Context: an optimization exercise on an open-source flow, tuned for small area. The choices shown serve that exercise and are no tape-out recipe.
In this exercise RTL edits were held to simulation tests only and were not proved equivalent to the original.

--- design/flow/run.sh ---
#!/bin/bash
# synth_recipe.tcl (not shown) runs the flow's synth.tcl, then flattens the netlist and writes it again
# the make line also repeats each setting of config.mk as NAME=value (left out here)
make -C /OpenROAD-flow-scripts/flow DESIGN_CONFIG=/design/flow/config.mk WORK_HOME=/design/flow/orfs CLKGATE_MAP_FILE= SYNTH_SCRIPT=/design/flow/synth_recipe.tcl finish
--- design/flow/config.mk ---
export PLATFORM = sky130hd
export DESIGN_NAME = zwdec
export DESIGN_NICKNAME = zwdec
export VERILOG_FILES = /design/flow/design.v
export SDC_FILE = /design/flow/constraint.sdc
export NUM_CORES = 4
export LEC_CHECK = 0
export CAP_MARGIN = 20
export CORE_MARGIN = 2
export CORE_UTILIZATION = 40
export PLACE_DENSITY = 0.6
export SLEW_MARGIN = 20
--- design/flow/constraint.sdc ---
create_clock -name core_clock -period 13.0 [get_ports {clk}]
set_input_delay 2.6000 -clock core_clock [delete_from_list [all_inputs] [get_ports {clk}]]
set_output_delay 2.6000 -clock core_clock [all_outputs]
set_load 0.01 [all_outputs]
--- design/flow/design.v ---
module zwdec #(
    parameter SETTLE_TICKS    = 4,
    parameter STROBE_WAIT_MAX = 100,
    parameter STROBE_MAX      = 40,
    parameter EDGE_WAIT_MAX   = 40
) (
    input  wire               clk,
    input  wire               rst,         
    input  wire               start,       
    input  wire               zw_in,       
    input  wire        [3:0]  thr_num,     
    input  wire        [3:0]  thr_den,
    input  wire        [3:0]  up_num,      
    input  wire        [3:0]  up_den,
    input  wire       [11:0]  scale_num,   
    input  wire       [11:0]  scale_den,
    input  wire signed [11:0] offset,      
    input  wire signed [11:0] tmin,        
    input  wire signed [11:0] tmax,        
    output wire               busy,
    output wire               done,
    output wire               valid,
    output wire        [2:0]  status,
    output wire       [15:0]  raw,
    output wire signed [31:0] temp_num,    
    output wire               vdd_en
);
    localparam [2:0] P_IDLE     = 3'd0,
                     P_WAIT     = 3'd1,    
                     P_MEAS_STB = 3'd2,
                     P_START_HI = 3'd3,
                     P_CELL_LO  = 3'd4,
                     P_CELL_HI  = 3'd5;
    localparam [2:0] S_NONE      = 3'd0,
                     S_OK        = 3'd1,
                     S_TIMEOUT   = 3'd2,
                     S_BAD_STB   = 3'd3,
                     S_BAD_BIT   = 3'd4,
                     S_PARITY    = 3'd5,
                     S_OUT_RANGE = 3'd6;
    reg        [2:0]  phase;
    reg        [7:0]  cnt;
    reg        [5:0]  t;
    reg        [3:0]  nb;        
    reg               nword;     
    reg               par;       
    reg       [15:0]  raw_q;
    reg signed [29:0] tacc;
    reg signed [15:0] e1;
    reg signed [15:0] e2;
    reg        [2:0]  status_q;
    wire idle = (phase == P_IDLE);
    assign busy     = !idle;
    assign vdd_en   = !idle;
    assign done     = idle && (status_q != S_NONE);
    assign valid    = idle && (status_q == S_OK);
    assign status   = status_q;
    assign raw      = raw_q;
    assign temp_num = {{2{tacc[29]}}, tacc};
    wire [7:0]  h     = cnt + 8'd1;
    wire [7:0]  mc    = zw_in ? h : cnt;
    wire [3:0]  dd    = zw_in ? up_den : thr_den;
    wire [3:0]  nn    = zw_in ? up_num : thr_num;
    wire [11:0] lhs   = mc * dd;
    wire [9:0]  rhs   = nn * t;
    wire        cmp   = (lhs >= {2'b00, rhs});    
    wire in_lo    = (phase == P_CELL_LO);
    wire in_hi    = (phase == P_CELL_HI);
    wire deliver  = in_hi && !zw_in;
    wire is_par   = (nb == 4'd0);
    wire step     = deliver && !is_par;
    wire slot_en  = nword ? (nb != 4'd8) : (nb[3:2] == 2'b00);
    wire slot     = in_lo && zw_in && slot_en;
    wire [3:0] j  = {~nword, nb[2:0]};
    wire jsign    = !nword && (nb[2:0] == 3'd3);    
    wire o_j  = offset[j];
    wire lo_j = tmin[j];
    wire hi_j = tmax[j];
    wire        b      = cmp;
    wire [11:0] bs     = b ? scale_num : 12'd0;
    wire [12:0] tsl    = o_j ? {1'b0, scale_den} : 13'd0;
    wire        tsub   = !step && !jsign;                  
    wire [29:0] ta     = step ? {tacc[28:0], 1'b0} : tacc;
    wire [29:0] tb     = step ? {18'd0, bs} : {17'd0, tsl};
    wire [29:0] tbx    = tb ^ {30{tsub}};
    reg  [29:0] tnext;
    reg         tc;
    integer     ti;
    always @* begin
        tc = tsub;
        for (ti = 0; ti < 30; ti = ti + 1) begin
            tnext[ti] = ta[ti] ^ tbx[ti] ^ tc;
            tc        = (ta[ti] & tbx[ti]) | (tc & (ta[ti] ^ tbx[ti]));
        end
    end
    wire [13:0] m1     = (o_j & lo_j) ? {1'b0, scale_den, 1'b0} :
                         (o_j | lo_j) ? {2'b0, scale_den}       : 14'd0;
    wire [13:0] m2     = (o_j & hi_j) ? {1'b0, scale_den, 1'b0} :
                         (o_j | hi_j) ? {2'b0, scale_den}       : 14'd0;
    wire        e1sub  = !step && !jsign;
    wire        e2sub  = step || jsign;
    wire [17:0] e1a    = step ? {e1[15], e1, 1'b0} : {{2{e1[15]}}, e1};
    wire [17:0] e2a    = step ? {e2[15], e2, 1'b0} : {{2{e2[15]}}, e2};
    wire [17:0] e1b    = step ? {6'd0, bs} : {4'd0, m1};
    wire [17:0] e2b    = step ? {6'd0, bs} : {4'd0, m2};
    wire [17:0] e1bx   = e1b ^ {18{e1sub}};
    wire [17:0] e2bx   = e2b ^ {18{e2sub}};
    reg  [17:0] e1s, e2s;
    reg         c1, c2;
    integer     ei;
    always @* begin
        c1 = e1sub;
        c2 = e2sub;
        for (ei = 0; ei < 18; ei = ei + 1) begin
            e1s[ei] = e1a[ei] ^ e1bx[ei] ^ c1;
            c1      = (e1a[ei] & e1bx[ei]) | (c1 & (e1a[ei] ^ e1bx[ei]));
            e2s[ei] = e2a[ei] ^ e2bx[ei] ^ c2;
            c2      = (e2a[ei] & e2bx[ei]) | (c2 & (e2a[ei] ^ e2bx[ei]));
        end
    end
    wire [15:0] e1n    = (e1s[17:15] == 3'b000 || e1s[17:15] == 3'b111) ? e1s[15:0]
                       : {e1s[17], {15{~e1s[17]}}};
    wire [15:0] e2n    = (e2s[17:15] == 3'b000 || e2s[17:15] == 3'b111) ? e2s[15:0]
                       : {e2s[17], {15{~e2s[17]}}};
    wire parity_ok = par ^ b ^ nword;     
    wire in_range  = !e1[15] && !e2[15];
    wire lim39 = (cnt == 8'd39);
    always @(posedge clk) begin
        if (step || slot) begin
            tacc <= tnext;
            e1   <= e1n;
            e2   <= e2n;
        end
        if (step)
            raw_q <= {raw_q[14:0], b};
        if (rst) begin
            phase    <= P_IDLE;
            status_q <= S_NONE;
        end else begin
            case (phase)
                P_IDLE: begin
                    if (start) begin
                        status_q <= S_NONE;
                        cnt      <= 8'd0;
                        nb       <= 4'd8;
                        nword    <= 1'b0;
                        par      <= 1'b0;
                        tacc     <= 30'd0;
                        e1       <= 16'd0;
                        e2       <= 16'd0;
                        phase    <= P_WAIT;
                    end
                end
                P_WAIT: begin
                    if (cnt[7:2] != 6'd0 && !zw_in) begin
                        cnt   <= 8'd0;
                        phase <= P_MEAS_STB;
                    end else if (cnt == SETTLE_TICKS + STROBE_WAIT_MAX - 1) begin
                        status_q <= S_TIMEOUT;
                        phase    <= P_IDLE;
                    end else begin
                        cnt <= h;
                    end
                end
                P_MEAS_STB: begin
                    if (!zw_in) begin
                        if (lim39) begin
                            status_q <= S_TIMEOUT;
                            phase    <= P_IDLE;
                        end else begin
                            cnt <= h;
                        end
                    end else if (cnt == 8'd0) begin
                        status_q <= S_BAD_STB;
                        phase    <= P_IDLE;
                    end else begin
                        t     <= cnt[5:0];
                        cnt   <= 8'd0;
                        phase <= P_START_HI;
                    end
                end
                P_START_HI: begin
                    if (zw_in) begin
                        if (lim39) begin
                            status_q <= S_TIMEOUT;
                            phase    <= P_IDLE;
                        end else begin
                            cnt <= h;
                        end
                    end else begin
                        cnt   <= 8'd0;
                        phase <= P_CELL_LO;
                    end
                end
                P_CELL_LO: begin
                    if (!zw_in) begin
                        if (lim39) begin
                            status_q <= S_TIMEOUT;
                            phase    <= P_IDLE;
                        end else begin
                            cnt <= h;
                        end
                    end else begin
                        cnt   <= 8'd0;
                        phase <= P_CELL_HI;
                    end
                end
                P_CELL_HI: begin
                    if (zw_in) begin
                        if (cmp) begin
                            status_q <= S_BAD_BIT;
                            phase    <= P_IDLE;
                        end else begin
                            cnt <= h;
                        end
                    end else begin
                        cnt <= 8'd0;
                        par <= par ^ b;
                        if (!is_par) begin
                            nb    <= nb - 4'd1;
                            phase <= P_CELL_LO;
                        end else if (!parity_ok) begin
                            status_q <= S_PARITY;
                            phase    <= P_IDLE;
                        end else if (!nword) begin
                            nb    <= 4'd8;
                            nword <= 1'b1;
                            phase <= P_CELL_LO;
                        end else begin
                            status_q <= in_range ? S_OK : S_OUT_RANGE;
                            phase    <= P_IDLE;
                        end
                    end
                end
                default: begin
                    phase <= P_IDLE;
                end
            endcase
        end
    end
endmodule
==> flow_summary.ini <==
[outcome]
outcome = failed layout checks
so.violations = setup timing

[timing]
timing.final.ws_setup_ns = -2.47
hold_violations = 0
worst_slew_pin_slew_ns = 0.985
min_period_over_period = 1.19
fin_skew_ns = 0.0143
max_freq_ghz = 0.0646
slew_viol_final = 0
relSlewSlack = 0.340
rsz0062_at_grt = true
finalSetupTns_ns = -27.33
period_minus_slack_ns = 15.47
finalSetupViolCount = 40

[detailed_routing]
ant_nets = 0
drt_iter0_markers = 660
route.detailed.drc = 0
drt_wl_total_um = 25600
wl_per_cell_um = 16.0
vias_per_cell = 5.27
first_pass_iters = 6
vias = 8422

[place]
globalplace.congestion = 0.839
dp_hpwl_um = 19200
place_area_um2 = 12100
portBuffers = 134
dp_cells = 1565
dp_slack_ns = -3.27

[cts]
root_buffer = clkbuf_16
htree_levels = 3
numCtsBuffers = 9
cts_sinks = 104
cts_tree = yes
clk_latency_ns = 0.36
cts.path.max_buffers = 2
clk_pin_slew_ns = 0.08

[floorplanning]
rows = 56
core_um2 = 23500
start_util = 0.409
dieArea_um2 = 25300
die_y_um = 159
die_x_um = 159
ios = 135

[setup_path]
slowest_delay_ns = 0.48
end_kind = register
crit_arrival_ns = 15.76
r2r_end = tacc[28]
rr_worst_depth = 52
cpMostUsedCell = fa_2
start_kind = input port
r2r-start = cnt[1]
rrSetupSlack_ns = -0.73
cp_slowest_cell = clkdlybuf4s50_1
crit_type = input port to register
path_max_fanout = 3
critPathRequiredTime_ns = 13.29

[finish]
fin_area_um2 = 12900
num-nets-final = 1480
layout-drive-gt1-share = 0.225
seqCellArea_um2 = 2440
syn_to_final_growth_pct = 33.5
multi_input_area_um2 = 7050
layout.cells.non_filler = 1598
final_cell_mix = 147 x nand2_1, 123 x clkdlybuf4s50_1, 109 x buf_4, 106 x nor2_1, 68 x dfxtp_1
fillers = 2220
diodes = 0
final_common_cell = nand2_1

[yosys]
async_flop_share = 0
ys_ff_latch = 104
syn-instance-count = 1077
ys_warn_count = 1
ys_seq_area_frac = 0.253
synth_edf_count = 36
synthFlopType = dfxtp_1
syn-num-nets = 1283
postSynthAreaPerCell_um2 = 8.95
netlist_area_um2 = 9640
ys_types = 73

[min_path]
hold_start = raw_q[1]
min_path_type = register to register
min_to = raw_q[2]
whs_path_depth = 0

[grt]
antenna_found_initial = 0
grtUsageTotal = 0.201
grt_max_degree = 105
grt_pass1_vias = 8137
grt_first_pass_wirelength_um = 42200
grt-ovfl-total = 0

[pwr]
p_leak_nw = 5.02
power_density_nw_per_um2 = 202
p_total_w = 0.00260
ir_drop_mv = 0.107

[run]
maxCapViolCount = 0
[critical path, delay by kind of cell]
family	cells	cell delay, ns
muxes	1	0.08
AOI/OAI and AO/OA	10	2.05
and+or+nand+nor	3	0.48
buffers and inverters	4	0.63
adders and majority gates	32	9.77
xor gates and xnor gates	1	0.13
[cells by family after synthesis]
group | synth area share
multiplexers | 0.0743
adder cells (fa/ha/maj) | 0.226
flip-flops | 0.253
AO/OA/AOI/OAI | 0.186
buffers and inverters | 0.0570
AND/OR/NAND/NOR | 0.164
XOR/XNOR | 0.0400
[layer usage]
layer / track usage / wire length, um
met5: 0 / 0
met4: 0.0339 / 178
met3: 0.0266 / 941
met2: 0.327 / 12100
met1: 0.291 / 12400
[power breakdown]
group / total, W / internal (W) / switching (W)
sequential: 0.000550 / 0.000444 / 0.000106
combinational: 0.00177 / 0.000895 / 0.000877
clock: 0.000282 / 0.000145 / 0.000137
total: 0.00260 / 0.00148 / 0.00112
[synth_stat cells (all sizes together) (19+ instances only)]
cell	instances	area share
o211ai	29	0.023
buf	34	0.019
o21ai	68	0.035
nand2	153	0.060
inv	61	0.024
mux2i	46	0.048
xnor2	27	0.025
edfxtp	36	0.11
a211oi	19	0.015
and2	20	0.013
fa	80	0.17
a21oi	44	0.023
clkbuf	36	0.014
nor2	108	0.042
dfxtp	68	0.14
ha	46	0.060
a22oi	43	0.039
[registers in the layout, indices dropped and copies added, names as in the netlist]
signal and count:
cnt 8, e1 16, e2 16, nb 4, nword 1, par 1
phase 3, raw_q 16, status_q 3, t 6, tacc 30
[repair_timing]
action,in CTS,in global routing
resized for setup,20,73
cloned,2,1
hold buffers,0,0
buffers inserted,5,8
endpoints found under the setup margin,44,44
pin swaps,13,19
[metrics by stage]
step | hold slack, ns | util
floorplan | 0.421 | -
global placement | 0.426 | 0.514
detailed placement | 0.432 | 0.514
CTS | 0.449 | 0.534
global route | 0.470 | 0.546
finish | 0.447 | 0.546
[worst max-delay path by stage]
stage | start | endpoint | cells past startpoint
floorplan | zw_in | tacc[28] | 56
global placement | zw_in | tacc[28] | 54
detailed placement | zw_in | tacc[28] | 53
CTS | thr_den[2] | tacc[28] | 51
global route | zw_in | tacc[28] | 54
finish | thr_den[3] | tacc[28] | 51
[cell type report]
class,instances,share of cell area
Multi-Input combinational cell,842,0.548
Sequential cell,104,0.190
Timing Repair Buffer,256,0.189
Tap cell,319,0.0310
Clock buffer,11,0.0197
Inverter,61,0.0180
Clock inverter,5,0.00340

## re-timing with driven ports
The results above use ideal ports. As a check the final layout listed here was re-extracted and re-timed, cells and wires unchanged.
Step 1 assumes that a clkbuf_16 drives the clock port and a buf_2 every other input.
Step 2 moves the port delays by t, midway between the first and last clock arrival at a register: inputs arrive t later, outputs are due t later. That takes back most of the time a late clock gives input paths.
Slacks: ideal / step 1 / step 2; pairs: ideal / step 1.
t (ns): 0.404
setup slack, ns: -2.469 / -2.467 / -2.871
hold slack, ns: 0.447 / 0.447 / 0.447
clock arrival spread, ns: 0.014 / 0.014
For this run, drivers alone change the setup slack by +0.002 ns; drivers and shift together by -0.402 ns.
